This design comes from an exercise in tuning for small area and a short achievable clock period on the open sky130 flow, not from production work. At most, simulation tests tie the RTL to the original design; equivalence was not proved. The RTL of runs 1 and 2 was laid out without a check of its function. Power figures rest on the tool's default switching activity, not on a simulated workload.

`run.sh`:
```
#!/bin/bash
# synth_recipe.tcl (not shown) runs the flow's synth.tcl, then flattens the netlist and writes it again
# the make line also repeats each setting of config.mk as NAME=value (left out here)
make -C /OpenROAD-flow-scripts/flow DESIGN_CONFIG=/design/flow/config.mk WORK_HOME=/design/flow/orfs CLKGATE_MAP_FILE= SYNTH_SCRIPT=/design/flow/synth_recipe.tcl finish
```
`design.v`:
```
module ahrs_crc16 (
    input  wire [15:0] crc_in,
    input  wire [7:0]  data,
    output reg  [15:0] crc_out
);
    integer i;
    reg [15:0] t;
    always @(*) begin
        t = crc_in ^ {data, 8'h00};
        for (i = 0; i < 8; i = i + 1) begin
            if (t[15])
                t = {t[14:0], 1'b0} ^ 16'h1021;
            else
                t = {t[14:0], 1'b0};
        end
        crc_out = t;
    end
endmodule
module ahrs_parser (
    input  wire        clk,
    input  wire        rst,
    input  wire        feed,         
    input  wire        preset,       
    input  wire [7:0]  data,         
    output wire        done,         
    output wire        wr_angle,     
    output wire [1:0]  wr_field,     
    output wire        wr_status,    
    output wire [31:0] acc_q         
);
    localparam [3:0] S_SYNC0  = 4'd0,
                     S_SYNC1  = 4'd1,
                     S_SYNC2  = 4'd2,
                     S_SYNC3  = 4'd3,
                     S_COMPID = 4'd4,
                     S_STATUS = 4'd5,
                     S_CRC0   = 4'd6,
                     S_CRC1   = 4'd7,
                     S_ANG0   = 4'd8,
                     S_ANG1   = 4'd9,
                     S_ANG2   = 4'd10,
                     S_ANG3   = 4'd11;
    localparam [15:0] CRC_PREAMBLE = 16'h7982;    
    reg [3:0]  st;
    reg [15:0] crc;
    reg [3:0]  seen;      
    reg [1:0]  fld;
    reg [31:0] acc;
    wire [31:0] wr_value = {acc[23:0], data};
    assign acc_q = acc;
    wire [15:0] crc_next;
    ahrs_crc16 u_crc (.crc_in(crc), .data(data), .crc_out(crc_next));
    wire [7:0] ang_exp = wr_value[30:23];
    wire       ang_bad = (ang_exp == 8'hFF) ||
                         (ang_exp == 8'h00 && wr_value[22:0] != 23'd0);
    reg       id_known;
    reg [1:0] id_k;
    always @(*) begin
        id_known = 1'b1;
        id_k     = 2'd0;
        case (data)
            8'h05:   id_k = 2'd0;
            8'h18:   id_k = 2'd1;
            8'h19:   id_k = 2'd2;
            8'h4F:   id_k = 2'd3;
            default: id_known = 1'b0;
        endcase
    end
    assign wr_field  = fld;
    assign wr_angle  = feed && st == S_ANG3 && !ang_bad;
    assign wr_status = feed && st == S_STATUS;
    assign done      = feed && st == S_CRC1 && seen[0] && data == crc[7:0];
    wire [3:0] st_after = (seen == 4'b1111) ? S_CRC0 : S_COMPID;
    always @(posedge clk) begin
        if (rst || preset) begin
            st <= S_SYNC0;
        end else if (feed) begin
            case (st)
                S_SYNC0, S_SYNC1, S_SYNC2, S_SYNC3: begin
                    if (data == (st == S_SYNC0 ? 8'h00 : st == S_SYNC1 ? 8'h17 :
                                 st == S_SYNC2 ? 8'h05 : 8'h04)) begin
                        st <= st + 4'd1;
                    end else if (data == 8'h00) begin
                        st <= S_SYNC1;
                    end else begin
                        st <= S_SYNC0;
                    end
                    seen <= 4'b0;
                    crc  <= CRC_PREAMBLE;
                end
                S_COMPID: begin
                    crc <= crc_next;
                    fld <= id_k;
                    if (!id_known || seen[id_k]) begin
                        st <= S_SYNC0;
                    end else begin
                        seen[id_k] <= 1'b1;
                        st <= (id_k == 2'd3) ? S_STATUS : S_ANG0;
                    end
                end
                S_ANG0, S_ANG1, S_ANG2: begin
                    crc <= crc_next;
                    acc <= wr_value;
                    st  <= st + 4'd1;
                end
                S_ANG3: begin
                    crc <= crc_next;
                    acc <= wr_value;
                    st  <= ang_bad ? S_SYNC0 : st_after;
                end
                S_STATUS: begin
                    crc <= crc_next;
                    acc <= wr_value;
                    st  <= st_after;
                end
                S_CRC0: begin
                    seen[0] <= (data == crc[15:8]);
                    st      <= S_CRC1;
                end
                default: begin
                    st <= S_SYNC0;
                end
            endcase
        end
    end
endmodule
module ahrs_tbuf (
    input  wire       clk,
    input  wire       rst,
    input  wire       offer,
    input  wire       update,
    output wire [1:0] write_idx,
    output wire [1:0] read_idx,
    output wire       took        
);
    reg [1:0] w_idx, c_idx, r_idx;
    reg       new_f;
    wire [1:0] w_o   = offer ? c_idx : w_idx;
    wire [1:0] c_o   = offer ? w_idx : c_idx;
    wire       new_o = offer | new_f;
    assign write_idx = w_idx;
    assign read_idx  = r_idx;
    assign took      = update & new_o;
    always @(posedge clk) begin
        if (rst) begin
            w_idx <= 2'd0;
            c_idx <= 2'd1;
            r_idx <= 2'd2;
            new_f <= 1'b0;
        end else begin
            w_idx <= w_o;
            if (took) begin
                c_idx <= r_idx;
                r_idx <= c_o;
                new_f <= 1'b0;
            end else begin
                c_idx <= c_o;
                new_f <= new_o;
            end
        end
    end
endmodule
module ahrs_store (
    input  wire        clk,
    input  wire        rst,
    input  wire [1:0]  write_idx,
    input  wire        wr_angle,
    input  wire [1:0]  wr_field,    
    input  wire        wr_status,
    input  wire [31:0] wr_value,    
    output wire [103:0] slot0,      
    output wire [103:0] slot1,
    output wire [103:0] slot2,
    output wire [11:0]  written     
);
    reg [31:0] yaw    [0:2];
    reg [31:0] pitch  [0:2];
    reg [31:0] roll   [0:2];
    reg [7:0]  status [0:2];
    reg [3:0]  valid  [0:2];    
    reg pend_angle, pend_status;
    always @(posedge clk) begin
        pend_angle  <= wr_angle  && !rst;
        pend_status <= wr_status && !rst;
    end
    integer i;
    always @(posedge clk) begin
        for (i = 0; i < 3; i = i + 1) begin
            if (pend_angle && write_idx == i) begin
                case (wr_field)
                    2'd0:    yaw[i]   <= wr_value;
                    2'd1:    pitch[i] <= wr_value;
                    default: roll[i]  <= wr_value;
                endcase
            end
            if (pend_status && write_idx == i)
                status[i] <= wr_value[7:0];
        end
    end
    always @(posedge clk) begin
        for (i = 0; i < 3; i = i + 1) begin
            if (rst) begin
                valid[i] <= 4'b0;
            end else begin
                if (pend_angle && write_idx == i) begin
                    case (wr_field)
                        2'd0:    valid[i][0] <= 1'b1;
                        2'd1:    valid[i][1] <= 1'b1;
                        default: valid[i][2] <= 1'b1;
                    endcase
                end
                if (pend_status && write_idx == i)
                    valid[i][3] <= 1'b1;
            end
        end
    end
    assign slot0 = {status[0], roll[0], pitch[0], yaw[0]};
    assign slot1 = {status[1], roll[1], pitch[1], yaw[1]};
    assign slot2 = {status[2], roll[2], pitch[2], yaw[2]};
    assign written = {valid[2], valid[1], valid[0]};
endmodule
module ahrs_rx (
    input  wire        clk,
    input  wire        rst,
    input  wire        p_valid,
    input  wire [31:0] p_cmd,
    output reg         p_resp_valid,
    output reg         p_resp_err,
    output wire [31:0] p_resp_val,
    input  wire        c_valid,
    input  wire [31:0] c_cmd,
    output reg         c_resp_valid,
    output reg         c_resp_err,
    output wire [31:0] c_resp_val
);
    localparam [7:0] OPC_CRC_UPDATE   = 8'h01,
                     OPC_FEED         = 8'h10,
                     OPC_PARSER_RESET = 8'h11,
                     OPC_OFFER        = 8'h20,
                     OPC_UPDATE       = 8'h21,
                     OPC_GET_PITCH    = 8'h30,
                     OPC_GET_YAW      = 8'h31,
                     OPC_GET_ROLL     = 8'h32,
                     OPC_GET_STATUS   = 8'h33;
    wire [7:0]  p_opc   = p_cmd[31:24];
    wire [15:0] p_arg16 = p_cmd[23:8];
    wire [7:0]  p_arg8  = p_cmd[7:0];
    wire [7:0]  c_opc   = c_cmd[31:24];
    wire [15:0] c_arg16 = c_cmd[23:8];
    wire [7:0]  c_arg8  = c_cmd[7:0];
    wire p_crc    = p_valid && p_opc == OPC_CRC_UPDATE;
    wire p_feed   = p_valid && p_opc == OPC_FEED         && p_arg16 == 16'h0;
    wire p_preset = p_valid && p_opc == OPC_PARSER_RESET && p_arg16 == 16'h0 && p_arg8 == 8'h0;
    wire p_offer  = p_valid && p_opc == OPC_OFFER        && p_arg16 == 16'h0 && p_arg8 == 8'h0;
    wire p_legal  = p_crc || p_feed || p_preset || p_offer;
    wire c_noarg  = c_arg16 == 16'h0 && c_arg8 == 8'h0;
    wire c_crc    = c_valid && c_opc == OPC_CRC_UPDATE;
    wire c_update = c_valid && c_opc == OPC_UPDATE     && c_noarg;
    wire c_gp     = c_valid && c_opc == OPC_GET_PITCH  && c_noarg;
    wire c_gy     = c_valid && c_opc == OPC_GET_YAW    && c_noarg;
    wire c_gr     = c_valid && c_opc == OPC_GET_ROLL   && c_noarg;
    wire c_gs     = c_valid && c_opc == OPC_GET_STATUS && c_noarg;
    wire c_legal  = c_crc || c_update || c_gp || c_gy || c_gr || c_gs;
    wire [15:0] p_crc_out, c_crc_out;
    ahrs_crc16 u_pcrc (.crc_in(p_arg16), .data(p_arg8), .crc_out(p_crc_out));
    ahrs_crc16 u_ccrc (.crc_in(c_arg16), .data(c_arg8), .crc_out(c_crc_out));
    wire        feed_done;
    wire        wr_angle, wr_status;
    wire [1:0]  wr_field;
    wire [31:0] wr_value;
    ahrs_parser u_parser (
        .clk(clk), .rst(rst),
        .feed(p_feed), .preset(p_preset), .data(p_arg8),
        .done(feed_done),
        .wr_angle(wr_angle), .wr_field(wr_field),
        .wr_status(wr_status), .acc_q(wr_value)
    );
    wire [1:0] write_idx, read_idx;
    wire       took;
    ahrs_tbuf u_tbuf (
        .clk(clk), .rst(rst),
        .offer(p_offer || feed_done),
        .update(c_update),
        .write_idx(write_idx), .read_idx(read_idx),
        .took(took)
    );
    wire [103:0] slot0, slot1, slot2;
    wire [11:0]  written;
    ahrs_store u_store (
        .clk(clk), .rst(rst),
        .write_idx(write_idx),
        .wr_angle(wr_angle), .wr_field(wr_field),
        .wr_status(wr_status), .wr_value(wr_value),
        .slot0(slot0), .slot1(slot1), .slot2(slot2), .written(written)
    );
    wire [3:0] c_get = {c_gs, c_gr, c_gp, c_gy};    
    wire [11:0] sel_d = {{4{read_idx == 2'd2}} & c_get,
                         {4{read_idx == 2'd1}} & c_get,
                         {4{read_idx == 2'd0}} & c_get} & written;
    reg [15:0] p_val;
    reg [15:0] c_crc_q;
    reg        c_crc_sel, c_took;
    reg [11:0] sel;
    always @(posedge clk) begin
        if (rst) begin
            p_resp_valid <= 1'b0;
            c_resp_valid <= 1'b0;
        end else begin
            p_resp_valid <= p_valid;
            c_resp_valid <= c_valid;
        end
        p_resp_err <= p_valid && !p_legal;
        p_val      <= p_crc ? p_crc_out : {15'h0, feed_done};
        c_resp_err <= c_valid && !c_legal;
        c_crc_q    <= c_crc_out;
        c_crc_sel  <= c_crc;
        c_took     <= took;
        sel        <= sel_d;
    end
    function [31:0] pick;
        input [103:0] s;
        input [3:0]   f;
        begin
            pick = ({32{f[0]}} & s[31:0]) | ({32{f[1]}} & s[63:32]) |
                   ({32{f[2]}} & s[95:64]) | {24'h0, {8{f[3]}} & s[103:96]};
        end
    endfunction
    assign p_resp_val = {16'h0, p_val};
    assign c_resp_val = pick(slot0, sel[3:0]) | pick(slot1, sel[7:4]) | pick(slot2, sel[11:8]) |
                        {16'h0, {16{c_crc_sel}} & c_crc_q} |
                        {31'h0, c_took};
endmodule
```
`config.mk`:
```
export PLATFORM = sky130hd
export DESIGN_NAME = ahrs_rx
export DESIGN_NICKNAME = ahrs_rx
export VERILOG_FILES = /design/flow/design.v
export SDC_FILE = /design/flow/constraint.sdc
export NUM_CORES = 4
export LEC_CHECK = 0
export CAP_MARGIN = 20
export CORE_MARGIN = 2
export CORE_UTILIZATION = 60
export CTS_BUF_LIST = sky130_fd_sc_hd__clkbuf_4 sky130_fd_sc_hd__clkbuf_8
export PLACE_DENSITY = 0.7
export SETUP_SLACK_MARGIN = 3.0
export SLEW_MARGIN = 20
```
`constraint.sdc`:
```
create_clock -name core_clock -period 6.5 [get_ports {clk}]
set_input_delay 1.3000 -clock core_clock [delete_from_list [all_inputs] [get_ports {clk}]]
set_output_delay 1.3000 -clock core_clock [all_outputs]
set_load 0.01 [all_outputs]
```
==> reports/results.ini, run 1 <==
[sta]
grt_setup_unrepaired = yes
period_needed_ns = 3.40
post-route-period-util = 0.524
setup_viol = 0
tns_ns = 0
fmax_mhz = 294
finClkSkew_ns = 0.0375
hold_viol = 0
maxSlewHeadroom = 0.245
max_slew.worst_pin.slew_ns = 1.12
slew_viol_final = 0

[min_path]
hold_path.class = flip-flop to flip-flop
hold_depth = 1

[critical_path]
end_kind = output pin
worstSetupStartpointType = flip-flop
worstPathRequired_ns = 5.20
critical_path_peak_fanout = 32
crit_type = flip-flop to output pin
arrival_ns = 2.10
crit_slowest_cell = dlygate4sd2_1
ff2ff_path_depth = 6
worstPathCellList = buf_8 -> a22oi_2 -> nand2_1 -> a221oi_2 -> nand3_1 -> dlygate4sd2_1
max_stage_delay_ns = 0.32

[status]
outcome = no timing/DRC/antenna violations

[synth]
synthAdderAreaFrac = 0.00298
ys_types = 61
async_flop_share = 0
synth_top_family_by_area = compound AO/OA/AOI/OAI gates
synth_xor_xnor_area_share = 0.0407
muxShareOfSynthArea = 0.00238
avgSynthCellArea_sq_um = 15.6
netlist_instances = 1080
synth-edff-count = 366
yosysWarningCount = 10
synth_simple_gate_area_frac = 0.0849
ys_seq_area_frac = 0.744
syn_area_sq_um = 16800
synth_compound_area_frac = 0.101
synth_ff_type = edfxtp_1
synth.ff_latch_count = 441

[global_routing]
track_usage = 0.279
grt_pass1_wl_mm = 60.2
grt_pass1_vias = 10254
grt_overflow = 0
grt_start_max_net_pins = 34
antenna_found_initial = 0

[clocking]
clk_latency_ns = 0.58
cts_tree = done
cts_root_buf = clkbuf_8
cts_num_sinks = 441
clk_pin_slew_ns = 0.06
htree_levels = 3
clockBufferDepth = 3
cts_buffers = 69
hold_buffers = 0

[die]
core_sq_um = 27700
ios = 136
dieArea_sq_um = 29300
die_h_um = 171
rows = 61
start_util = 0.606
chipWidth_um = 171

[placement]
io_buffers = 119
hpwl_mm = 23.4
place_congestion = 0.873
placed_area_sq_um = 18400

[detailed_routing]
first_pass_iters = 6
wl_per_cell_um = 24.2
ant_nets = 0
num_vias = 10452
drt_iter0_markers = 1237
routed_via_density = 6.23
drc_errors = 0
wirelength_mm = 40.6

[pwr]
p_per_area_nw_per_um2 = 276
internal_power_uw = 4370
p_sw_frac = 0.207
pwr-share-comb = 0.031
p_sw_uw = 1140
p_seq_frac = 0.554
cellLeakagePower_uw = 0.00684
ir_worst_vdd_mv = 0.145
clkPwrFrac = 0.415

[finish]
final_util = 0.722
fillCellCount = 1881
drive_above_1_share = 0.143
final_nets = 1319
diodes = 0
design_area_sq_um = 20000
syn_to_final_growth_pct = 19.1

[flow_run]
max_cap_violations = 0

cell type report:
class	count	area [sq um]	area share
clock buffers	102	1250	0.0627
repair buffers	145	1440	0.0721
clock inverters	22	130	0.00650
multi-input cells	578	4160	0.208
well taps	378	473	0.0236
inverters	12	45.0	0.00225
flip-flops and latches	441	12500	0.625
critical path: cells and delay by family (launching register included):
| kind | cells | cell delay (ns) |
|---|---|---|
| simple gates | 2 | 0.27 |
| buf+inv | 2 | 0.52 |
| flops | 1 | 0.31 |
| compound gates | 2 | 0.41 |
registers in the layout (all words and copies together), names as in the netlist, 12 cells and up:
name,cells
u_parser.crc,16
sel,12
c_crc_q,16
p_val,16
u_store.roll,96
u_store.pitch,96
u_store.valid,12
u_parser.acc,32
u_store.yaw,96
u_store.status,24
timing repair:
action / in CTS / in global routing
buffers inserted: 2 / 3
gates cloned: 1 / 0
endpoints found under the hold margin: 0 / 0
gates resized for setup: 62 / 20
endpoints found under the setup margin: 68 / 46
pin swaps: 6 / 2
metrics by stage:
stage | setup slack, ns | power, uW | cells | hold WS, ns
final | 3.10 | 5510 | 1678 | 0.457
after CTS | 2.98 | 5550 | 1675 | 0.459
after floorplan | 3.01 | 3210 | 1095 | 0.432
after detailed placement | 2.17 | 3290 | 1548 | 0.445
after global placement | 2.19 | 3290 | 1548 | 0.439
after global routing | 2.98 | 5680 | 1678 | 0.477
Yosys cell counts (5+ instances only):
cell / n / area (sq um)
nor3_1: 18 / 90.1
nand2_1: 40 / 150
nor3b_1: 6 / 45.0
o21a_1: 10 / 75.1
a22oi_1: 56 / 420
or4_1: 5 / 37.5
dfxtp_1: 75 / 1500
buf_6: 6 / 67.6
edfxtp_1: 366 / 11000
buf_4: 19 / 143
nor4_1: 21 / 131
o21ai_0: 13 / 65.1
a22o_1: 33 / 289
and3_1: 11 / 68.8
nor2b_1: 11 / 68.8
nand4_1: 19 / 119
nand2b_1: 5 / 31.3
xor2_1: 22 / 193
a221oi_1: 41 / 359
xnor2_1: 56 / 490
inv_1: 12 / 45.0
a222oi_1: 23 / 230
nor2_1: 59 / 221
clkbuf_1: 37 / 139
a21oi_1: 11 / 55.1
nand3_1: 33 / 165
power by group through the flow:
stage	sequential [uW]	clock, uW	combinational (uW)
after floorplan	3110	0	106
after global placement	3120	0	171
after detailed placement	3120	0	172
after CTS	3060	2320	172
after global routing	3050	2440	185
final	3060	2290	171
cell usage in the layout, fill, tap and decap left out, types with 29 or more instances in the layout:
cell	count
edfxtp_1	366
a221oi_1	29
nand2_1	40
clkbuf_8	78
nor2_1	53
clkdlybuf4s50_1	83
xnor2_1	56
dlygate4sd2_1	29
nand3_1	33
a22o_1	33
dfxtp_1	72
a22oi_1	52
per-layer routing:
| metal | GRT usage | wire (um) | vias to the layer above |
|---|---|---|---|
| met3 | 0.0584 | 3620 | 74 |
| li1 | - | - | 4625 |
| met5 | 0 | 0 | - |
| met2 | 0.462 | 19700 | 555 |
| met1 | 0.378 | 16500 | 5198 |
| met4 | 0.0822 | 840 | 0 |
cells by family after synthesis:
kind of cell,count (synthesis)
flip-flops,441
other,1
AND/OR/NAND/NOR,262
adder cells (fa/ha/maj),4
XOR/XNOR,78
buffers and inverters,77
multiplexers,4
AO/OA/AOI/OAI,213
worst paths after layout:
path	end	slack, ns	startpoint
setup / recovery	c_resp_val[0]	3.10	sel[9]
hold / removal	u_store.valid[2][2]	0.46	u_store.valid[2][2]
setup reg to reg	u_parser.crc[2]	3.29	u_parser.st[0]
hold reg to reg	u_store.valid[2][2]	0.46	u_store.valid[2][2]
==> run 2: changes to the inputs <==
--- a/config.mk
+++ b/config.mk
@@ -9,5 +9,4 @@
 export CORE_MARGIN = 2
-export CORE_UTILIZATION = 60
-export CTS_BUF_LIST = sky130_fd_sc_hd__clkbuf_4 sky130_fd_sc_hd__clkbuf_8
-export PLACE_DENSITY = 0.7
+export CORE_UTILIZATION = 40
+export PLACE_DENSITY = 0.6
 export SETUP_SLACK_MARGIN = 3.0
==> run 2 against run 1 <==
Maximum frequency decreased by 2.1%. Non-clock buffer count is 4 higher. Sequential power hardly changed. Combinational power is essentially flat. Power rose by 2.7%. Global-route usage decreased by 8.1 points. Synthesized cell count stayed put. Clock power is 6% higher. Worst hold slack improved by 0.0097 ns. Core utilization fell by 24 points. First-iteration DRC count down 23%. Count of clock-buffer cells in the layout shrank 41. Critical endpoint is now c_took. Largest cell class unchanged. Highest routed layer unchanged.
==> reports/results.ini, run 2 <==
[finish]
multiInputGateArea_sq_um = 4150  ; -0.36%
syn_to_final_growth_pct = 20.7
mostFrequentLayoutCells = edfxtp_1 (366), clkdlybuf4s50_1 (84), dfxtp_1 (67), xnor2_1 (56), a22oi_1 (54)
fin_cells = 1799  ; +7.2%
regArea_sq_um = 12500  ; +0.11%
final_nets = 1299  ; -1.5%
drive_above_1_share = 0.113  ; -0.0296
reg.largest.list = u_store.pitch (96), u_store.roll (96), u_store.yaw (96)
layout_commonest_cell = edfxtp_1
fillCellCount = 3605  ; +92%
diodes = 0  ; unchanged

[critical_path]
crit_slowest_cell = clkdlybuf4s50_1
worstSetupStartpointType = primary input
r2r_setup_slack_ns = 3.25  ; -0.04 ns
r2r_start = u_parser.st[0]
crit_start = p_cmd[5]
ff2ff_path_depth = 6  ; unchanged
end_kind = flip-flop
arrival_ns = 3.92  ; +1.82 ns
crit_type = primary input to flip-flop
critical_path_peak_fanout = 8  ; -75%
worstPathCellList = clkdlybuf4s50_1 -> or4_4 -> or4b_4 -> nor3_4 -> o21a_2 -> nor2_1 -> nor3b_1
worstPathRequired_ns = 6.95  ; +1.75 ns
max_stage_delay_ns = 0.66  ; +0.34 ns
rr_endpoint = u_parser.crc[3]

[global_routing]
grt_pass1_vias = 10073  ; -1.8%
grt_pass1_wl_mm = 64.5  ; +7.1%
track_usage = 0.199  ; -0.0806
grt_start_max_net_pins = 33  ; -2.9%
grt_overflow = 0  ; unchanged
antenna_found_initial = 1  ; +1

[clocking]
clk_pin_slew_ns = 0.06  ; about the same
cts_tree = done
cts_buffers = 45  ; -35%
clockBufferDepth = 3  ; unchanged
htree_levels = 2  ; -1
cts_num_sinks = 441  ; unchanged
hold_buffers = 0  ; unchanged
cts_root_buf = clkbuf_16
clk_latency_ns = 0.59  ; about the same

[synth]
syn_area_sq_um = 16800  ; unchanged
yosys.cell_count.top_type = edfxtp_1
synth-edff-count = 366  ; unchanged
synth_ff_type = edfxtp_1
avgSynthCellArea_sq_um = 15.6  ; unchanged
synthTopCellsByCount = edfxtp_1 (366), dfxtp_1 (75), nor2_1 (59)
async_flop_share = 0  ; unchanged
yosys.area.top_type = edfxtp_1
ys_seq_area_frac = 0.744  ; unchanged
netlist.area_leader.share = 0.654  ; unchanged
synth.area.top_cells = edfxtp_1 (65%), dfxtp_1 (8.9%), xnor2_1 (2.9%)
netlist_instances = 1080  ; unchanged
yosysWarningCount = 10  ; unchanged
ys_types = 61  ; unchanged
synth.ff_latch_count = 441  ; unchanged

[placement]
place_congestion = 0.838  ; -4.0%
io_buffers = 119  ; unchanged
placed_cells = 1706  ; +10%
place_ws_ns = 2.17  ; +0.00562 ns
hpwl_mm = 24.9  ; +6.4%

[detailed_routing]
wl_per_cell_um = 24.0  ; -0.88%
ant_nets = 0  ; unchanged
wirelength_mm = 43.1  ; +6.3%
drc_errors = 0  ; unchanged
num_vias = 10063  ; -3.7%
routed_via_density = 5.59  ; -10%
first_pass_iters = 5  ; -1
drt_iter0_markers = 956  ; -23%

[sta]
maxSlewHeadroom = 0.212  ; -0.0328
hold_viol = 0  ; unchanged
post-route-period-util = 0.535  ; +0.0112
setup_viol = 0  ; unchanged
tns_ns = 0  ; unchanged
finClkSkew_ns = 0.0363  ; -0.00118 ns
slew_viol_final = 0  ; unchanged
max_slew.worst_pin.slew_ns = 1.17  ; +0.0487 ns
grt_setup_unrepaired = no
worst_slack_ns = 3.02  ; -0.0730 ns
fmax_mhz = 288  ; -2.1%
period_needed_ns = 3.48  ; +0.0730 ns

[pwr]
cellLeakagePower_uw = 0.00683  ; -0.17%
p_per_area_nw_per_um2 = 279  ; +1.3%
ir_worst_vdd_mv = 0.183  ; +26%

[min_path]
holdPathEnd = u_store.valid[1][1]
hold_path.class = flip-flop to flip-flop
hold_depth = 1  ; unchanged
worstHoldStart = u_store.valid[1][1]

[die]
ios = 136  ; unchanged
rows = 75  ; +23%
start_util = 0.403  ; -0.203
core_sq_um = 41700  ; +50%
chipWidth_um = 209  ; +22%
dieArea_sq_um = 43600  ; +49%
die_h_um = 209  ; +22%

[status]
outcome = no timing/DRC/antenna violations

[flow_run]
max_cap_violations = 0  ; unchanged

==> run 2: cell counts after synthesis <==
Identical to the previous run, type by type.
==> run 2: logic make-up after synthesis <==
group | after synthesis | synth area share
DFF | 441 | 0.744
and+or+nand+nor | 262 | 0.0849
AOI/OAI and AO/OA | 213 | 0.101
xor gates and xnor gates | 78 | 0.0407
buffers and inverters | 77 | 0.0241
adders and majority gates | 4 | 0.00298
muxes | 4 | 0.00238
other | 1 | 0.000223
==> run 2: per-stage QoR <==
step           power [uW]  area [sq um]  utilization  hold WS (ns)
2_1_floorplan        3210         16900            -         0.432
5_1_grt              5840         20300        0.487         0.482
3_5_place_dp         3290         18600        0.446         0.455
3_3_place_gp         3290         18600        0.446         0.443
4_1_cts              5710         20200        0.485         0.468
6_report             5660         20300        0.487         0.467
==> run 2: routing by layer <==
metal | part of all wire | global-route usage | vias up
met5 | 0 | 0 | -
met4 | 0.026 | 0.0606 | 0
met3 | 0.063 | 0.0379 | 59
met2 | 0.49 | 0.330 | 324
met1 | 0.42 | 0.265 | 5109
li1 | - | - | 4571
==> run 2: cell type report <==
cell class | count | area share
Sequential cell | 441 | 0.617
Clock inverter | 19 | 0.00796
Timing Repair Buffer | 149 | 0.0740
Clock buffer | 61 | 0.0610
Inverter | 12 | 0.00222
Multi-Input combinational cell | 578 | 0.204
Tap cell | 539 | 0.0333
==> run 2: where the power goes <==
part	switching [uW]	internal [uW]	total (uW)
logic	87.9	85.8	174
clock network	1050	1380	2430
registers	17.9	3040	3060
total	1160	4500	5660
==> run 2: worst max-delay path by stage <==
stage          slack, ns  depth (start not counted)                to
2_1_floorplan       3.01                          5   u_parser.crc[0]
3_3_place_gp        2.24                          6  u_parser.acc[24]
3_5_place_dp        2.17                          6  u_parser.acc[18]
4_1_cts             2.92                          5    c_resp_val[19]
5_1_grt             3.01                          5     c_resp_val[1]
6_report            3.02                          7            c_took
==> run 2: worst max-delay path, delay by kind of cell <==
kind | cells | cell delay (ns)
AOI/OAI and AO/OA | 1 | 0.20
buffers and inverters | 1 | 0.66
and+or+nand+nor | 5 | 1.75
==> run 2: repair_timing <==
| item | CTS | global route |
|---|---|---|
| setup endpoints to repair | 68 | 75 |
| gates resized for setup | 64 | 20 |
| hold endpoints to repair | 0 | 0 |
| pin swaps | 5 | 6 |
| gates cloned | 1 | 0 |
| buffers inserted | 11 | 1 |
==> run 3: changes to the inputs <==
--- a/design.v
+++ b/design.v
@@ -233,3 +233,3 @@
     output reg         c_resp_err,
-    output wire [31:0] c_resp_val
+    output reg  [31:0] c_resp_val
 );
@@ -295,10 +295,19 @@
     );
-    wire [3:0] c_get = {c_gs, c_gr, c_gp, c_gy};    
-    wire [11:0] sel_d = {{4{read_idx == 2'd2}} & c_get,
-                         {4{read_idx == 2'd1}} & c_get,
-                         {4{read_idx == 2'd0}} & c_get} & written;
-    reg [15:0] p_val;
-    reg [15:0] c_crc_q;
-    reg        c_crc_sel, c_took;
-    reg [11:0] sel;
+    wire [3:0]  c_get = {c_gs, c_gr, c_gp, c_gy};    
+    wire [11:0] sel = {{4{read_idx == 2'd2}} & c_get,
+                       {4{read_idx == 2'd1}} & c_get,
+                       {4{read_idx == 2'd0}} & c_get} & written;
+    function [31:0] pick;
+        input [103:0] s;
+        input [3:0]   f;
+        begin
+            pick = ({32{f[0]}} & s[31:0]) | ({32{f[1]}} & s[63:32]) |
+                   ({32{f[2]}} & s[95:64]) | {24'h0, {8{f[3]}} & s[103:96]};
+        end
+    endfunction
+    wire [15:0] p_val = p_crc ? p_crc_out : {15'h0, feed_done};
+    wire [31:0] c_val = pick(slot0, sel[3:0]) | pick(slot1, sel[7:4]) | pick(slot2, sel[11:8]) |
+                        {16'h0, {16{c_crc}} & c_crc_out} |
+                        {31'h0, took};
+    reg  [15:0] p_val_q;
     always @(posedge clk) begin
@@ -312,21 +321,7 @@
         p_resp_err <= p_valid && !p_legal;
-        p_val      <= p_crc ? p_crc_out : {15'h0, feed_done};
+        p_val_q    <= p_val;
         c_resp_err <= c_valid && !c_legal;
-        c_crc_q    <= c_crc_out;
-        c_crc_sel  <= c_crc;
-        c_took     <= took;
-        sel        <= sel_d;
+        c_resp_val <= c_val;
     end
-    function [31:0] pick;
-        input [103:0] s;
-        input [3:0]   f;
-        begin
-            pick = ({32{f[0]}} & s[31:0]) | ({32{f[1]}} & s[63:32]) |
-                   ({32{f[2]}} & s[95:64]) | {24'h0, {8{f[3]}} & s[103:96]};
-        end
-    endfunction
-    assign p_resp_val = {16'h0, p_val};
-    assign c_resp_val = pick(slot0, sel[3:0]) | pick(slot1, sel[7:4]) | pick(slot2, sel[11:8]) |
-                        {16'h0, {16{c_crc_sel}} & c_crc_q} |
-                        {31'h0, c_took};
+    assign p_resp_val = {16'h0, p_val_q};
 endmodule
--- a/config.mk
+++ b/config.mk
@@ -9,5 +9,6 @@
 export CORE_MARGIN = 2
-export CORE_UTILIZATION = 40
-export PLACE_DENSITY = 0.6
-export SETUP_SLACK_MARGIN = 3.0
+export CORE_UTILIZATION = 60
+export CTS_BUF_LIST = sky130_fd_sc_hd__clkbuf_4 sky130_fd_sc_hd__clkbuf_8
+export PLACE_DENSITY = 0.7
+export SETUP_SLACK_MARGIN = 4.2
 export SLEW_MARGIN = 20
==> run 3 against run 2 <==
Setup slack gained 0.78 ns. Non-clock buffer count up 134. Clock skew rose by 0.0063 ns. Synthesized area grew 3.2%. Combinational power up 18%. Maximum frequency rose by 29%. Via count is 19% higher. First-iteration DRC count increased by 36%. Critical path type unchanged. Largest power group unchanged. Highest routed layer unchanged.
==> reports/results.ini, run 3 <==
[critical_path]
max_stage_delay_ns = 0.32  ; -0.34 ns
crit_slowest_cell = nor4_4
worstPathCellList = buf_6 -> nor4_4 -> nand4_4 -> buf_6 -> buf_12 -> nor4_4 -> buf_6 -> buf_6 -> and2_4 -> clkbuf_16 -> a22oi_1 -> nand4_1
critical_path_peak_fanout = 5  ; -3
crit_path_frequent_cell = buf_6
arrival_ns = 3.22  ; -0.70 ns
worstPathRequired_ns = 7.02  ; +0.07 ns
end_kind = flip-flop
worstSetupStartpointType = primary input
crit_type = primary input to flip-flop

[pwr]
clkPwrFrac = 0.428  ; about the same
cellLeakagePower_uw = 0.00805  ; +18%
ir_worst_vdd_mv = 0.163  ; -11%
p_per_area_nw_per_um2 = 246  ; -12%
p_sw_frac = 0.205  ; +0.000475
p_seq_frac = 0.535  ; -0.005
internal_power_uw = 4500  ; about the same
p_sw_uw = 1160  ; +0.21%
pwr-share-comb = 0.036  ; +0.005

[synth]
synth_top_family_by_area = simple AND/OR/NAND/NOR gates
synthAdderAreaFrac = 0.00289  ; -0.0000921
avgSynthCellArea_sq_um = 15.1  ; -3.1%
yosys.area.top_type = edfxtp_1
synth_simple_gate_area_frac = 0.105  ; +0.0206
synthTopCellsByCount = edfxtp_1 (366), a22oi_1 (90), dfxtp_1 (77)
synth_ff_type = edfxtp_1
netlist_instances = 1150  ; +6.5%
synth_compound_area_frac = 0.101  ; about the same
synth.ff_latch_count = 443  ; +0.45%
yosysWarningCount = 10  ; unchanged
yosys.cell_count.top_type = edfxtp_1
async_flop_share = 0  ; unchanged
netlist.area_leader.share = 0.634  ; -0.0202
ys_types = 74  ; +21%
syn_area_sq_um = 17300  ; +3.2%
synth-edff-count = 366  ; unchanged
ys_seq_area_frac = 0.723  ; -0.0207
synth_xor_xnor_area_share = 0.0389  ; -0.00176
synth.area.top_cells = edfxtp_1 (63%), dfxtp_1 (8.9%), a22oi_1 (3.9%)
muxShareOfSynthArea = 0.00180  ; -0.000579

[placement]
place_congestion = 0.887  ; +5.9%
hpwl_mm = 27.5  ; +10%
placed_area_sq_um = 19500  ; +4.9%
io_buffers = 119  ; unchanged

[sta]
hold_slack_ns = 0.460  ; -0.00704 ns
tns_ns = 0  ; unchanged
hold_viol = 0  ; unchanged
setup_viol = 0  ; unchanged
period_needed_ns = 2.70  ; -0.779 ns
fmax_mhz = 371  ; +29%
finClkSkew_ns = 0.0426  ; +0.00629 ns
maxSlewHeadroom = 0.333  ; +0.121
max_slew.worst_pin.slew_ns = 0.996  ; -0.173 ns
grt_setup_unrepaired = yes
post-route-period-util = 0.415  ; -0.120
slew_viol_final = 0  ; unchanged

[detailed_routing]
num_vias = 11949  ; +19%
first_pass_iters = 6  ; +1
routed_via_density = 6.34  ; +13%
drt_iter0_markers = 1296  ; +36%
wirelength_mm = 50.4  ; +17%
ant_nets = 0  ; unchanged
wl_per_cell_um = 26.8  ; +12%
drc_errors = 0  ; unchanged

[finish]
drive_above_1_share = 0.407  ; +0.293
reg.largest.list = u_store.pitch (96), u_store.roll (96), u_store.yaw (96)
final_util = 0.807  ; +0.320
diodes = 0  ; unchanged
mostFrequentLayoutCells = edfxtp_1 (366), buf_6 (92), buf_4 (81), clkbuf_8 (79), a22oi_2 (53)
syn_to_final_growth_pct = 32.9
fillCellCount = 1603  ; -56%
final_nets = 1519  ; +17%
layout_commonest_cell = edfxtp_1
design_area_sq_um = 23000  ; +14%

[die]
die_h_um = 174  ; -17%
start_util = 0.607  ; +0.204
chipWidth_um = 174  ; -17%
core_sq_um = 28500  ; -31%
ios = 136  ; unchanged
rows = 62  ; -17%
dieArea_sq_um = 30300  ; -31%

[flow_run]
max_cap_violations = 0  ; unchanged

[clocking]
clk_latency_ns = 0.60  ; about the same
cts_tree = done
hold_buffers = 0  ; unchanged
clockBufferDepth = 3  ; unchanged
htree_levels = 3  ; +1
cts_root_buf = clkbuf_8
cts_num_sinks = 443  ; +0.45%
clk_pin_slew_ns = 0.06  ; about the same
cts_buffers = 69  ; +53%

[global_routing]
grt_start_max_net_pins = 34  ; +3.0%
grt_overflow = 0  ; unchanged
antenna_found_initial = 1  ; unchanged
grt_pass1_vias = 11923  ; +18%
grt_pass1_wl_mm = 72.7  ; +13%
track_usage = 0.326  ; +0.128

[status]
outcome = no timing/DRC/antenna violations

[min_path]
hold_path.class = flip-flop to flip-flop

[run 3: cell types whose count changed in the layout (fill, tap and decap cells not counted), sizes merged, moves of 9 or more]
cell	change
xnor2	-10
clkbuf	+72
buf	+220
clkinv	-11
and2	+25
clkdlybuf4s50	-84
a22oi	+34
a221oi	-39
dlygate4sd2	-24
nand4	+23
xor2	+9
[run 3: logic make-up after synthesis]
family	count (synthesis)
compound gates	230
xor+xnor	77
fa+ha+maj	4
buf+inv	87
flops	443
mux	3
other cells	1
simple gates	305
[run 3: layer usage]
layer	track usage	wire (um)	up-vias
met5	0	0	-
met4	0.116	1290	0
met3	0.0612	5360	105
met2	0.545	25200	782
met1	0.434	18600	5947
li1	-	-	5115
[run 3: area by class of cell]
class / instances / area [sq um] / share of cell area
Inverter: 14 / 56.3 / 0.00245
Sequential cell: 443 / 12600 / 0.547
Clock buffer: 112 / 1340 / 0.0580
Multi-Input combinational cell: 636 / 5460 / 0.237
Tap cell: 384 / 480 / 0.0209
Clock inverter: 12 / 116 / 0.00505
Timing Repair Buffer: 283 / 3000 / 0.130
[run 3: critical path, delay by kind of cell]
kind	cells	cell delay, ns
simple gates	5	0.99
buf+inv	6	0.84
compound gates	1	0.07
[run 3: timing repair]
action,CTS,global route
pin swaps,73,40
cloned,10,6
buffers inserted,102,20
resized for setup,644,119
endpoints found under the setup margin,213,152
[run 3: through the flow]
step	power [uW]	worst slack, ns	cells
3_5_place_dp	3280	1.74	1622
5_1_grt	5800	3.73	1884
2_1_floorplan	3210	3.26	1165
3_3_place_gp	3280	1.82	1621
4_1_cts	5660	3.85	1858
6_report	5660	3.80	1884
[run 3: worst paths after layout]
path                            start             endpoint  slack (ns)  cells past startpoint
setup / recovery            c_cmd[21]       c_resp_val[28]        3.80                     12
hold / removal    u_store.valid[2][1]  u_store.valid[2][1]        0.46                      1
setup reg to reg      u_tbuf.r_idx[1]        c_resp_val[1]        3.85                      6
hold reg to reg   u_store.valid[2][1]  u_store.valid[2][1]        0.46                      1
[run 3: power groups by stage]
stage          clock network (uW)  logic [uW]  registers, uW
6_report                     2420         206           3030
5_1_grt                      2560         220           3030
4_1_cts                      2430         199           3030
3_5_place_dp                    0         193           3090
3_3_place_gp                    0         192           3090
2_1_floorplan                   0         119           3090
==> run 4: changes to the inputs <==
--- a/config.mk
+++ b/config.mk
@@ -12,3 +12,3 @@
 export PLACE_DENSITY = 0.7
-export SETUP_SLACK_MARGIN = 4.2
+export SETUP_SLACK_MARGIN = 3.8
 export SLEW_MARGIN = 20
==> run 4 against run 3 <==
Setup slack worse by 0.035 ns. Wire length is 4.1% lower. Still clean on timing, DRC and antenna. Non-clock buffer count is 50 lower.
==> reports/results.ini, run 4 <==
[critical_path]
end_kind = flip-flop
crit_start = c_cmd[8]
crit_type = primary input to flip-flop
r2r_setup_slack_ns = 3.96  ; +0.11 ns
arrival_ns = 3.28  ; +0.06 ns
worstPathRequired_ns = 7.05  ; +0.03 ns
critical_path_peak_fanout = 6  ; +1
worstSetupStartpointType = primary input
r2r_start = u_parser.st[0]

[status]
outcome = no timing/DRC/antenna violations

[finish]
final_util = 0.771  ; -0.0358
layout_commonest_cell = edfxtp_1
reg.largest.list = u_store.pitch (96), u_store.roll (96), u_store.yaw (96)
fin_cells = 1842  ; -2.2%
final_nets = 1473  ; -3.0%
mostFrequentLayoutCells = edfxtp_1 (366), clkbuf_8 (81), dfxtp_1 (75), buf_4 (70), dlygate4sd2_1 (55)
syn_to_final_growth_pct = 27.0
design_area_sq_um = 22000  ; -4.4%
drive_above_1_share = 0.289  ; -0.118
diodes = 0  ; unchanged

[synth]
avgSynthCellArea_sq_um = 15.1  ; unchanged
ys_seq_area_frac = 0.723  ; unchanged
synth.area.top_cells = edfxtp_1 (63%), dfxtp_1 (8.9%), a22oi_1 (3.9%)
yosys.area.top_type = edfxtp_1
syn_area_sq_um = 17300  ; unchanged
synth_ff_type = edfxtp_1
netlist_instances = 1150  ; unchanged
synthTopCellsByCount = edfxtp_1 (366), a22oi_1 (90), dfxtp_1 (77)
yosys.cell_count.top_type = edfxtp_1
ys_types = 74  ; unchanged
synth.ff_latch_count = 443  ; unchanged
netlist.area_leader.share = 0.634  ; unchanged
async_flop_share = 0  ; unchanged
yosysWarningCount = 10  ; unchanged
synth-edff-count = 366  ; unchanged

[sta]
slew_viol_final = 0  ; unchanged
post-route-period-util = 0.421  ; +0.00541
fmax_mhz = 366  ; -1.3%
grt_setup_unrepaired = yes
setup_viol = 0  ; unchanged
hold_viol = 0  ; unchanged
period_needed_ns = 2.73  ; +0.0352 ns
maxSlewHeadroom = 0.377  ; +0.0441
max_slew.worst_pin.slew_ns = 0.932  ; -0.0648 ns
finClkSkew_ns = 0.0224  ; -0.0203 ns
tns_ns = 0  ; unchanged

[clocking]
cts_tree = done
htree_levels = 3  ; unchanged
cts_root_buf = clkbuf_8
cts_num_sinks = 443  ; unchanged
clk_pin_slew_ns = 0.06  ; about the same
cts_buffers = 71  ; +2.9%
clockBufferDepth = 3  ; unchanged
hold_buffers = 0  ; unchanged
clk_latency_ns = 0.60  ; about the same

[pwr]
ir_worst_vdd_mv = 0.151  ; -7.1%
cellLeakagePower_uw = 0.00771  ; -4.3%
finalPower_uw = 5650  ; -0.16%
p_per_area_nw_per_um2 = 257  ; +4.5%

[die]
core_sq_um = 28500  ; unchanged
ios = 136  ; unchanged
start_util = 0.607  ; unchanged
dieArea_sq_um = 30300  ; unchanged
die_h_um = 174  ; unchanged
rows = 62  ; unchanged
chipWidth_um = 174  ; unchanged

[detailed_routing]
routed_via_density = 6.32  ; -0.41%
drc_errors = 0  ; unchanged
wl_per_cell_um = 26.3  ; -1.9%
first_pass_iters = 5  ; -1
ant_nets = 0  ; unchanged
wirelength_mm = 48.4  ; -4.1%
drt_iter0_markers = 1434  ; +11%
num_vias = 11635  ; -2.6%

[min_path]
hold_path.class = flip-flop to flip-flop
worstHoldStart = u_tbuf.c_idx[0]

[flow_run]
max_cap_violations = 0  ; unchanged

[placement]
io_buffers = 119  ; unchanged
placed_area_sq_um = 19300  ; -0.83%
place_congestion = 0.900  ; +1.6%
placed_cells = 1623  ; +0.062%
hpwl_mm = 27.6  ; +0.43%

[global_routing]
track_usage = 0.320  ; -0.00611
grt_pass1_wl_mm = 71.8  ; -1.3%
grt_overflow = 0  ; unchanged
antenna_found_initial = 0  ; -1
grt_pass1_vias = 11639  ; -2.4%
grt_start_max_net_pins = 34  ; unchanged

run 4: changes by cell type in the layout (fill, tap and decap cells not counted), sizes merged, moves of 2 or more:
cell / delta
clkinv: +4
and2: +2
dlygate4sd2: +53
clkinvlp: +2
clkdlybuf4s15: +13
clkdlybuf4s50: +5
buf: -123
bufinv: -2
dlymetal6s2s: +2
run 4: cell type report:
| class | instances | area (sq um) |
|---|---|---|
| tap | 384 | 480 |
| inverter | 14 | 56.3 |
| fill | 1809 | 6540 |
| sequential | 443 | 12500 |
| clock buffer | 113 | 1360 |
| clock inverter | 17 | 103 |
| multi-input combinational | 638 | 5120 |
| timing repair buffer | 233 | 2360 |
run 4: cells by family after synthesis:
group                    share of synthesized area
flip-flops                                   0.723
AND/OR/NAND/NOR                              0.105
buffers and inverters                       0.0266
multiplexers                               0.00180
AO/OA/AOI/OAI                                0.101
XOR/XNOR                                    0.0389
adder cells (fa/ha/maj)                    0.00289
other                                     0.000216
run 4: repair_timing:
| item | in CTS | in global routing |
|---|---|---|
| gates resized for setup | 279 | 86 |
| pin swaps | 28 | 48 |
| hold endpoints to repair | 0 | 0 |
| cloned | 11 | 2 |
| endpoints found under the setup margin | 179 | 94 |
| setup buffers | 65 | 11 |
run 4: worst max-delay path, stage by stage:
cell and delay (ns):
buf_2 0.12, nor4_4 0.31, nand4_4 0.17, buf_4 0.17, buf_6 0.11, nor4_4 0.18
buf_4 0.18, buf_12 0.12, and2_4 0.22, buf_12 0.16, a22o_1 0.13, or4_1 0.09
run 4: final timing paths:
check               endpoint  cells after the start
max            c_resp_val[5]                     12
min          u_tbuf.w_idx[0]                      2
max reg2reg  u_parser.crc[0]                      7
min reg2reg  u_tbuf.w_idx[0]                      2
run 4: stage by stage:
step	hold slack (ns)	worst slack (ns)
floorplan	0.432	3.26
global placement	0.439	1.85
finish	0.455	3.77
CTS	0.457	3.79
detailed placement	0.446	1.82
global route	0.485	3.71
run 4: where the power goes:
| group | switching [uW] | internal [uW] |
|---|---|---|
| clock network | 1100 | 1330 |
| registers | 0.371 | 3030 |
| logic | 112 | 80.3 |
run 4: layer usage:
layer / share of wire / global-route usage / up-vias
met5: 0 / 0 / -
met4: 0.028 / 0.108 / 0
met3: 0.090 / 0.0577 / 109
met2: 0.49 / 0.532 / 673
met1: 0.39 / 0.433 / 5822
li1: - / - / 5031
==> run 5: changes to the inputs <==
--- a/design.v
+++ b/design.v
@@ -48,3 +48,3 @@
     reg [31:0] acc;
-    wire [31:0] wr_value = {acc[23:0], data};
+    wire [31:0] value = {acc[23:0], data};
     assign acc_q = acc;
@@ -52,5 +52,6 @@
     ahrs_crc16 u_crc (.crc_in(crc), .data(data), .crc_out(crc_next));
-    wire [7:0] ang_exp = wr_value[30:23];
+    wire       in_sync = (st[3:2] == 2'b00);
+    wire [7:0] ang_exp = value[30:23];
     wire       ang_bad = (ang_exp == 8'hFF) ||
-                         (ang_exp == 8'h00 && wr_value[22:0] != 23'd0);
+                         (ang_exp == 8'h00 && value[22:0] != 23'd0);
     reg       id_known;
@@ -68,2 +69,3 @@
     end
+    wire done_d = (st == S_CRC1) && crc[7:0] == 8'h00 && data == crc[15:8];
     assign wr_field  = fld;
@@ -71,54 +73,45 @@
     assign wr_status = feed && st == S_STATUS;
-    assign done      = feed && st == S_CRC1 && seen[0] && data == crc[7:0];
+    assign done      = feed && done_d;
     wire [3:0] st_after = (seen == 4'b1111) ? S_CRC0 : S_COMPID;
+    reg [3:0] st_feed;
+    always @(*) begin
+        case (st)
+            S_SYNC0, S_SYNC1, S_SYNC2, S_SYNC3: begin
+                if (data == (st == S_SYNC0 ? 8'h00 : st == S_SYNC1 ? 8'h17 :
+                             st == S_SYNC2 ? 8'h05 : 8'h04))
+                    st_feed = st + 4'd1;
+                else if (data == 8'h00)
+                    st_feed = S_SYNC1;
+                else
+                    st_feed = S_SYNC0;
+            end
+            S_COMPID: begin
+                if (!id_known || seen[id_k])
+                    st_feed = S_SYNC0;
+                else
+                    st_feed = (id_k == 2'd3) ? S_STATUS : S_ANG0;
+            end
+            S_ANG0, S_ANG1, S_ANG2: st_feed = st + 4'd1;
+            S_ANG3:   st_feed = ang_bad ? S_SYNC0 : st_after;
+            S_STATUS: st_feed = st_after;
+            S_CRC0:   st_feed = S_CRC1;
+            default:  st_feed = S_SYNC0;
+        endcase
+    end
     always @(posedge clk) begin
-        if (rst || preset) begin
+        if (rst || preset)
             st <= S_SYNC0;
-        end else if (feed) begin
-            case (st)
-                S_SYNC0, S_SYNC1, S_SYNC2, S_SYNC3: begin
-                    if (data == (st == S_SYNC0 ? 8'h00 : st == S_SYNC1 ? 8'h17 :
-                                 st == S_SYNC2 ? 8'h05 : 8'h04)) begin
-                        st <= st + 4'd1;
-                    end else if (data == 8'h00) begin
-                        st <= S_SYNC1;
-                    end else begin
-                        st <= S_SYNC0;
-                    end
-                    seen <= 4'b0;
-                    crc  <= CRC_PREAMBLE;
-                end
-                S_COMPID: begin
-                    crc <= crc_next;
-                    fld <= id_k;
-                    if (!id_known || seen[id_k]) begin
-                        st <= S_SYNC0;
-                    end else begin
-                        seen[id_k] <= 1'b1;
-                        st <= (id_k == 2'd3) ? S_STATUS : S_ANG0;
-                    end
-                end
-                S_ANG0, S_ANG1, S_ANG2: begin
-                    crc <= crc_next;
-                    acc <= wr_value;
-                    st  <= st + 4'd1;
-                end
-                S_ANG3: begin
-                    crc <= crc_next;
-                    acc <= wr_value;
-                    st  <= ang_bad ? S_SYNC0 : st_after;
-                end
-                S_STATUS: begin
-                    crc <= crc_next;
-                    acc <= wr_value;
-                    st  <= st_after;
-                end
-                S_CRC0: begin
-                    seen[0] <= (data == crc[15:8]);
-                    st      <= S_CRC1;
-                end
-                default: begin
-                    st <= S_SYNC0;
-                end
-            endcase
+        else if (feed)
+            st <= st_feed;
+    end
+    always @(posedge clk) begin
+        if (feed) begin
+            acc <= value;
+            crc <= in_sync ? CRC_PREAMBLE : crc_next;
+            if (in_sync)
+                seen <= 4'b0;
+            else if (st == S_COMPID && id_known)
+                seen[id_k] <= 1'b1;
+            if (st == S_COMPID)
+                fld <= id_k;
         end
@@ -295,16 +288,22 @@
     );
-    wire [3:0]  c_get = {c_gs, c_gr, c_gp, c_gy};    
-    wire [11:0] sel = {{4{read_idx == 2'd2}} & c_get,
-                       {4{read_idx == 2'd1}} & c_get,
-                       {4{read_idx == 2'd0}} & c_get} & written;
-    function [31:0] pick;
-        input [103:0] s;
-        input [3:0]   f;
-        begin
-            pick = ({32{f[0]}} & s[31:0]) | ({32{f[1]}} & s[63:32]) |
-                   ({32{f[2]}} & s[95:64]) | {24'h0, {8{f[3]}} & s[103:96]};
-        end
-    endfunction
-    wire [15:0] p_val = p_crc ? p_crc_out : {15'h0, feed_done};
-    wire [31:0] c_val = pick(slot0, sel[3:0]) | pick(slot1, sel[7:4]) | pick(slot2, sel[11:8]) |
+    wire [2:0] rsel = {read_idx == 2'd2, read_idx == 2'd1, read_idx == 2'd0};
+    wire [3:0] rok0 = {4{rsel[0]}} & written[3:0];
+    wire [3:0] rok1 = {4{rsel[1]}} & written[7:4];
+    wire [3:0] rok2 = {4{rsel[2]}} & written[11:8];
+    wire [31:0] rd_yaw    = ({32{rok0[0]}} & slot0[31:0])   | ({32{rok1[0]}} & slot1[31:0])   | ({32{rok2[0]}} & slot2[31:0]);
+    wire [31:0] rd_pitch  = ({32{rok0[1]}} & slot0[63:32])  | ({32{rok1[1]}} & slot1[63:32])  | ({32{rok2[1]}} & slot2[63:32]);
+    wire [31:0] rd_roll   = ({32{rok0[2]}} & slot0[95:64])  | ({32{rok1[2]}} & slot1[95:64])  | ({32{rok2[2]}} & slot2[95:64]);
+    wire [7:0]  rd_status = ({8{rok0[3]}}  & slot0[103:96]) | ({8{rok1[3]}}  & slot1[103:96]) | ({8{rok2[3]}}  & slot2[103:96]);
+    reg [31:0] rd_field;
+    always @(*) begin
+        case (c_opc[1:0])
+            2'd0:    rd_field = rd_pitch;
+            2'd1:    rd_field = rd_yaw;
+            2'd2:    rd_field = rd_roll;
+            default: rd_field = {24'h0, rd_status};
+        endcase
+    end
+    wire c_get = c_gp || c_gy || c_gr || c_gs;
+    wire [15:0] p_val = ({16{p_crc}} & p_crc_out) | {15'h0, feed_done};
+    wire [31:0] c_val = ({32{c_get}} & rd_field) |
                         {16'h0, {16{c_crc}} & c_crc_out} |
==> run 5 against run 4 <==
Sequential power barely moved. Critical endpoint is now u_tbuf.c_idx[1]. Still clean. Synthesized area fell by 1.3%. Critical path depth fell by 5. Largest cell class unchanged. Clock power fell by 4%. Wire length fell by 9.0%. Non-clock buffer count fell by 52. Core utilization fell by 2.3 points. Worst hold slack improved by 0.010 ns. Sequential share of layout area rose by 3.0 points.
==> reports/results.ini, run 5 <==
[placement]
io_buffers = 119  ; unchanged
place_congestion = 0.829  ; -8.0%
placed_cells = 1556  ; -4.1%
hpwl_mm = 23.8  ; -14%

[sta]
hold_viol = 0  ; unchanged
setup_viol = 0  ; unchanged
max_slew.worst_pin.slew_ns = 0.899  ; -0.0324 ns
period_needed_ns = 2.67  ; -0.0658 ns
hold_slack_ns = 0.466  ; +0.0103 ns
fmax_mhz = 375  ; +2.5%
maxSlewHeadroom = 0.401  ; +0.0236
finClkSkew_ns = 0.0233  ; +0.000914 ns
post-route-period-util = 0.410  ; -0.0101
tns_ns = 0  ; unchanged
slew_viol_final = 0  ; unchanged
grt_setup_unrepaired = yes

[global_routing]
grt_pass1_vias = 10946  ; -6.0%
use_met3 = 0.0583  ; +0.000525
antenna_found_initial = 0  ; unchanged
grt_overflow = 0  ; unchanged
met1_usage = 0.377  ; -0.0558
track_usage = 0.289  ; -0.0309
grt_start_max_net_pins = 34  ; unchanged
use_met2 = 0.492  ; -0.0392
grt_pass1_wl_mm = 65.2  ; -9.2%
top_usage_layer = met2

[synth]
yosys.area.top_type = edfxtp_1
synth-edff-count = 366  ; unchanged
yosys.cell_count.top_type = edfxtp_1
synth_ff_type = edfxtp_1
netlist.area_leader.share = 0.642  ; +0.00826
netlist_instances = 1107  ; -3.7%
yosysWarningCount = 10  ; unchanged
synthTopCellsByCount = edfxtp_1 (366), dfxtp_1 (77), a222oi_1 (76)
ys_seq_area_frac = 0.733  ; +0.00941
synth.area.top_cells = edfxtp_1 (64%), dfxtp_1 (9.0%), a222oi_1 (4.4%)
avgSynthCellArea_sq_um = 15.5  ; +2.5%
synth.ff_latch_count = 443  ; unchanged
syn_area_sq_um = 17100  ; -1.3%
ys_types = 65  ; -12%
async_flop_share = 0  ; unchanged

[clocking]
cts_num_sinks = 443  ; unchanged
cts_buffers = 70  ; -1.4%
clockBufferDepth = 3  ; unchanged
hold_buffers = 0  ; unchanged
htree_levels = 3  ; unchanged
cts_root_buf = clkbuf_8
clk_pin_slew_ns = 0.06  ; about the same
cts_tree = done
clk_latency_ns = 0.59  ; about the same

[die]
core_sq_um = 27900  ; -2.1%
die_h_um = 173  ; -0.63%
dieArea_sq_um = 29900  ; -1.3%
ios = 136  ; unchanged
rows = 61  ; -1.6%
chipWidth_um = 173  ; -0.63%
start_util = 0.612  ; +0.00535

[detailed_routing]
drc_errors = 0  ; unchanged
wl_per_cell_um = 25.5  ; -2.9%
ant_nets = 0  ; unchanged
drt_iter0_markers = 1360  ; -5.2%
num_vias = 10894  ; -6.4%
routed_via_density = 6.30  ; -0.19%
wirelength_mm = 44.0  ; -9.0%
first_pass_iters = 7  ; +2

[status]
outcome = no timing/DRC/antenna violations

[finish]
fillCellCount = 1772  ; -2.0%
final_nets = 1366  ; -7.3%
fin_cells = 1728  ; -6.2%
mostFrequentLayoutCells = edfxtp_1 (366), clkbuf_8 (77), a222oi_1 (76), dfxtp_1 (75), dlygate4sd2_1 (69)
syn_to_final_growth_pct = 22.2
reg.largest.list = u_store.pitch (96), u_store.roll (96), u_store.yaw (96)
diodes = 0  ; unchanged
layout_commonest_cell = edfxtp_1
drive_above_1_share = 0.217  ; -0.0717

[min_path]
hold_path.class = flip-flop to flip-flop

[critical_path]
path_buf_inv = 1  ; -5
max_stage_delay_ns = 0.59  ; +0.28 ns
arrival_ns = 3.14  ; -0.14 ns
crit_family = simple AND/OR/NAND/NOR gates
end_kind = flip-flop
worstPathRequired_ns = 6.97  ; -0.08 ns
crit_type = primary input to flip-flop
worstSetupStartpointType = primary input
critical_path_peak_fanout = 7  ; +1
crit_slowest_cell = or4_4
worstPathCellList = clkdlybuf4s15_2 -> xnor2_2 -> nand4_1 -> or4_4 -> a21o_1 -> a211o_1 -> o211a_1

[pwr]
p_per_area_nw_per_um2 = 267  ; +3.8%
cellLeakagePower_uw = 0.00718  ; -6.8%
ir_worst_vdd_mv = 0.168  ; +11%

[flow_run]
max_cap_violations = 0  ; unchanged

[run 5: area by class of cell]
class	instances	area, sq um	area share
Clock buffer	108	1290	0.0618
Clock inverter	20	115	0.00551
Inverter	11	45.0	0.00216
Multi-Input combinational cell	584	4590	0.220
Sequential cell	443	12500	0.600
Tap cell	378	473	0.0226
Timing Repair Buffer	181	1830	0.0873
Timing Repair inverter	3	22.5	0.00108
[run 5: cells by family (layout without fill, tap and decap cells)]
group	count (synthesis)	after routing	share of synthesized area
flops	443	443	0.733
compound gates	244	244	0.114
simple gates	224	224	0.0710
buf+inv	95	323	0.0252
xor+xnor	66	66	0.0351
mux	30	30	0.0194
fa+ha+maj	4	4	0.00293
other cells	1	16	0.000219
[run 5: timing repair]
| action | 4_1_cts | 5_1_grt |
|---|---|---|
| cloned | 4 | 2 |
| resized for setup | 154 | 49 |
| setup buffers | 31 | 7 |
| endpoints found under the setup margin | 155 | 77 |
| pin swaps | 26 | 17 |
[run 5: final timing paths]
kind	startpoint	end	slack [ns]	depth (start not counted)
hold / removal	u_store.valid[2][1]	u_store.valid[2][1]	0.47	1
hold reg to reg	u_store.valid[2][1]	u_store.valid[2][1]	0.47	1
setup reg to reg	u_tbuf.r_idx[0]	c_resp_val[9]	3.85	7
setup / recovery	p_cmd[1]	u_tbuf.c_idx[1]	3.83	7
[run 5: per-layer routing]
| metal | vias up | share of wire |
|---|---|---|
| met3 | 91 | 0.094 |
| met5 | - | 0 |
| li1 | 4805 | - |
| met1 | 5391 | 0.38 |
| met4 | 0 | 0.026 |
| met2 | 607 | 0.50 |
[run 5: through the flow]
stage,utilization,cell area (sq um),setup WS (ns),total power (uW)
floorplan,-,17300,3.35,3210
global placement,0.673,18800,2.38,3290
detailed placement,0.673,18800,2.31,3290
CTS,0.741,20700,3.74,5580
global route,0.748,20900,3.75,5740
finish,0.748,20900,3.83,5570
[run 5: power breakdown]
| part | internal [uW] | total [uW] | switching [uW] |
|---|---|---|---|
| Clock | 1280 | 2330 | 1050 |
| Sequential | 3030 | 3030 | 0.336 |
| Combinational | 94.3 | 212 | 118 |
| Total | 4400 | 5570 | 1170 |
==> run 6: changes to the inputs <==
--- a/config.mk
+++ b/config.mk
@@ -10,5 +10,6 @@
 export CORE_UTILIZATION = 60
-export CTS_BUF_LIST = sky130_fd_sc_hd__clkbuf_4 sky130_fd_sc_hd__clkbuf_8
+export CTS_CLUSTER_DIAMETER = 80
+export CTS_CLUSTER_SIZE = 30
 export PLACE_DENSITY = 0.7
-export SETUP_SLACK_MARGIN = 3.8
+export SETUP_SLACK_MARGIN = 3.5
 export SLEW_MARGIN = 20
==> run 6 against run 5 <==
Design area down 5.5%. Critical endpoint is now u_tbuf.r_idx[1]. Largest cell class unchanged. Setup slack worse by 0.27 ns. Sequential power about the same. Final cell count down 6.5%. Highest routed layer unchanged. Clock power down 39%. Still clean on timing, DRC and antenna.
==> reports/results.ini, run 6 <==
[status]
outcome = no timing/DRC/antenna violations

[finish]
final_nets = 1297  ; -5.1%
mostFrequentLayoutCells = edfxtp_1 (366), clkdlybuf4s50_1 (105), a222oi_1 (76), dfxtp_1 (76), nor2_1 (44)
diodes = 0  ; unchanged
fillCellCount = 1938  ; +9.4%
reg.largest.list = u_store.pitch (96), u_store.roll (96), u_store.yaw (96)
design_area_sq_um = 19800  ; -5.5%
layout_commonest_cell = edfxtp_1
syn_to_final_growth_pct = 15.5
drive_above_1_share = 0.128  ; -0.0886

[synth]
synth_ff_type = edfxtp_1
synth_compound_area_frac = 0.114  ; unchanged
netlist.area_leader.share = 0.642  ; unchanged
muxShareOfSynthArea = 0.0194  ; unchanged
yosysWarningCount = 10  ; unchanged
synthAdderAreaFrac = 0.00293  ; unchanged
synth_xor_xnor_area_share = 0.0351  ; unchanged
netlist_instances = 1107  ; unchanged
synthTopCellsByCount = edfxtp_1 (366), dfxtp_1 (77), a222oi_1 (76)
synth_top_family_by_area = compound AO/OA/AOI/OAI gates
syn_area_sq_um = 17100  ; unchanged
synth.ff_latch_count = 443  ; unchanged
async_flop_share = 0  ; unchanged
yosys.area.top_type = edfxtp_1
ys_types = 65  ; unchanged
synth.area.top_cells = edfxtp_1 (64%), dfxtp_1 (9.0%), a222oi_1 (4.4%)
synth-edff-count = 366  ; unchanged
ys_seq_area_frac = 0.733  ; unchanged
yosys.cell_count.top_type = edfxtp_1
synth_simple_gate_area_frac = 0.0710  ; unchanged
avgSynthCellArea_sq_um = 15.5  ; unchanged

[critical_path]
worstSetupStartpointType = primary input
worstPathRequired_ns = 6.92  ; -0.05 ns
end_kind = flip-flop
critical_path_peak_fanout = 4  ; -3
crit_slowest_cell = clkdlybuf4s50_1
worstPathCellList = clkdlybuf4s50_1 -> nor4_1 -> nand4_1 -> buf_4 -> nor4_4 -> o311ai_2 -> a211oi_2 -> o21ai_1
arrival_ns = 3.36  ; +0.22 ns
max_stage_delay_ns = 0.45  ; -0.14 ns
crit_type = primary input to flip-flop

[placement]
place_ws_ns = 2.07  ; -0.233 ns
placed_area_sq_um = 18800  ; about the same
hpwl_mm = 23.7  ; -0.13%
place_congestion = 0.818  ; -1.3%
io_buffers = 119  ; unchanged

[sta]
slew_viol_final = 0  ; unchanged
post-route-period-util = 0.452  ; +0.0419
setup_viol = 0  ; unchanged
tns_ns = 0  ; unchanged
finClkSkew_ns = 0.0258  ; +0.00254 ns
grt_setup_unrepaired = yes
period_needed_ns = 2.94  ; +0.272 ns
hold_viol = 0  ; unchanged
max_slew.worst_pin.slew_ns = 0.851  ; -0.0481 ns
worst_slack_ns = 3.56  ; -0.272 ns
maxSlewHeadroom = 0.433  ; +0.0321
fmax_mhz = 340  ; -9.3%

[detailed_routing]
drc_errors = 0  ; unchanged
drt_iter0_markers = 1372  ; +0.88%
wirelength_mm = 40.7  ; -7.7%
ant_nets = 0  ; unchanged
wl_per_cell_um = 25.2  ; -1.3%
routed_via_density = 6.40  ; +1.6%
num_vias = 10347  ; -5.0%
first_pass_iters = 7  ; unchanged

[pwr]
pwr-share-comb = 0.044  ; +0.006
p_sw_frac = 0.203  ; -0.00655
p_seq_frac = 0.653  ; +0.109
internal_power_uw = 3690  ; -16%
finalPower_uw = 4640  ; -17%
p_sw_uw = 942  ; -19%
ir_worst_vdd_mv = 0.194  ; +16%
p_per_area_nw_per_um2 = 235  ; -12%
cellLeakagePower_uw = 0.00614  ; -15%
clkPwrFrac = 0.303  ; -0.115

[die]
rows = 61  ; unchanged
die_h_um = 173  ; unchanged
core_sq_um = 27900  ; unchanged
ios = 136  ; unchanged
dieArea_sq_um = 29900  ; unchanged
chipWidth_um = 173  ; unchanged
start_util = 0.612  ; unchanged

[min_path]
hold_path.class = flip-flop to flip-flop

[clocking]
clockBufferDepth = 3  ; unchanged
cts_tree = done
clk_pin_slew_ns = 0.11  ; +0.05 ns
cts_num_sinks = 443  ; unchanged
clk_latency_ns = 0.54  ; -0.05 ns
cts_root_buf = clkbuf_16
htree_levels = 1  ; -2
cts_buffers = 19  ; -73%

[global_routing]
grt_pass1_vias = 10181  ; -7.0%
grt_start_max_net_pins = 40  ; +18%
track_usage = 0.265  ; -0.0248
grt_pass1_wl_mm = 60.6  ; -7.0%
grt_overflow = 0  ; unchanged
antenna_found_initial = 0  ; unchanged

[flow_run]
max_cap_violations = 0  ; unchanged

-- run 6: changes by cell type in the layout (fill, tap and decap cells not counted), sizes merged --
cell and delta:
bufbuf -1, buf -17, clkdlybuf4s15 -1, clkbuf -80, dlygate4sd2 -68, inv -1, dlymetal6s2s -16, clkinv -13
clkinvlp -4, clkdlybuf4s50 +89
-- run 6: area by class of cell --
type | count | area (sq um) | share of cell area
sequential | 443 | 12500 | 0.634
multi-input combinational | 584 | 4530 | 0.229
timing repair buffer | 166 | 1610 | 0.0816
clock buffer | 29 | 513 | 0.0260
tap | 378 | 473 | 0.0239
clock inverter | 5 | 51.3 | 0.00260
inverter | 11 | 45.0 | 0.00228
-- run 6: cells by family after synthesis --
group | Yosys count
compound gates | 244
other cells | 1
mux | 30
xor+xnor | 66
simple gates | 224
flops | 443
fa+ha+maj | 4
buf+inv | 95
-- run 6: through the flow --
step           instances  hold WS, ns  utilization
6_report            1616        0.474        0.707
3_3_place_gp        1558        0.438        0.672
4_1_cts             1600        0.478        0.699
2_1_floorplan       1122        0.432            -
3_5_place_dp        1559        0.447        0.672
5_1_grt             1616        0.487        0.707
-- run 6: what timing repair did --
| item | in CTS | in global routing |
|---|---|---|
| endpoints found under the setup margin | 85 | 66 |
| hold buffers | 0 | 0 |
| resized for setup | 36 | 35 |
| pin swaps | 10 | 11 |
| setup buffers | 7 | 15 |
-- run 6: final timing paths --
check                       from             endpoint  slack, ns  cells past startpoint
max                     c_cmd[8]      u_tbuf.r_idx[1]       3.56                      8
min          u_store.valid[0][0]  u_store.valid[0][0]       0.47                      1
max reg2reg      u_tbuf.r_idx[0]       c_resp_val[15]       3.78                      7
min reg2reg  u_store.valid[0][0]  u_store.valid[0][0]       0.47                      1
-- run 6: worst max-delay path, delay by kind of cell --
kind            cells  cell delay [ns]
compound gates      3             0.51
simple gates        3             0.92
buf+inv             2             0.63
-- run 6: power groups by stage --
stage / Sequential, uW / Clock (uW) / Combinational [uW]
global route: 3030 / 1520 / 219
floorplan: 3090 / 0 / 113
detailed placement: 3090 / 0 / 193
finish: 3030 / 1410 / 203
CTS: 3030 / 1420 / 199
global placement: 3090 / 0 / 194
-- run 6: metal layers --
layer	part of all wire	wire, um	vias up	global-route usage
met5	0	0	-	0
met4	0.027	1100	0	0.0809
met3	0.074	3020	62	0.0385
met2	0.49	19700	457	0.435
met1	0.41	16800	5209	0.371
li1	-	-	4619	-

## afterwards: timing with drivers on the ports
Ports are ideal in the flow. The routed layouts listed here were re-timed in OpenROAD. Step 1, drivers: a clkbuf_16 drives clk and a buf_2 each remaining input, both assumed. Step 2 also shifts input and output timing later by t, the mid clock arrival at the registers, as if the neighbouring blocks saw the same clock. a / b / c = no drivers / after step 1 / after step 2; a / b = the first two.
run	t (ns)	setup slack, ns	clock arrival spread, ns	worst data-port slew with drivers (ns)
run 1	0.607	3.095 / 3.053 / 2.510	0.038 / 0.037	0.04
run 2	0.619	3.022 / 3.023 / 2.434	0.038 / 0.039	0.06
run 3	0.621	3.801 / 3.807 / 3.185	0.043 / 0.043	0.05
run 4	0.641	3.766 / 3.780 / 3.138	0.023 / 0.023	0.05
run 5	0.631	3.832 / 3.853 / 3.227	0.026 / 0.025	0.04
run 6	0.580	3.560 / 3.572 / 2.992	0.026 / 0.026	0.05
After both steps setup and hold are still met in every run listed. For run 4, which loses most, drivers alone change the setup slack by +0.014 ns; drivers and shift together by -0.628 ns.
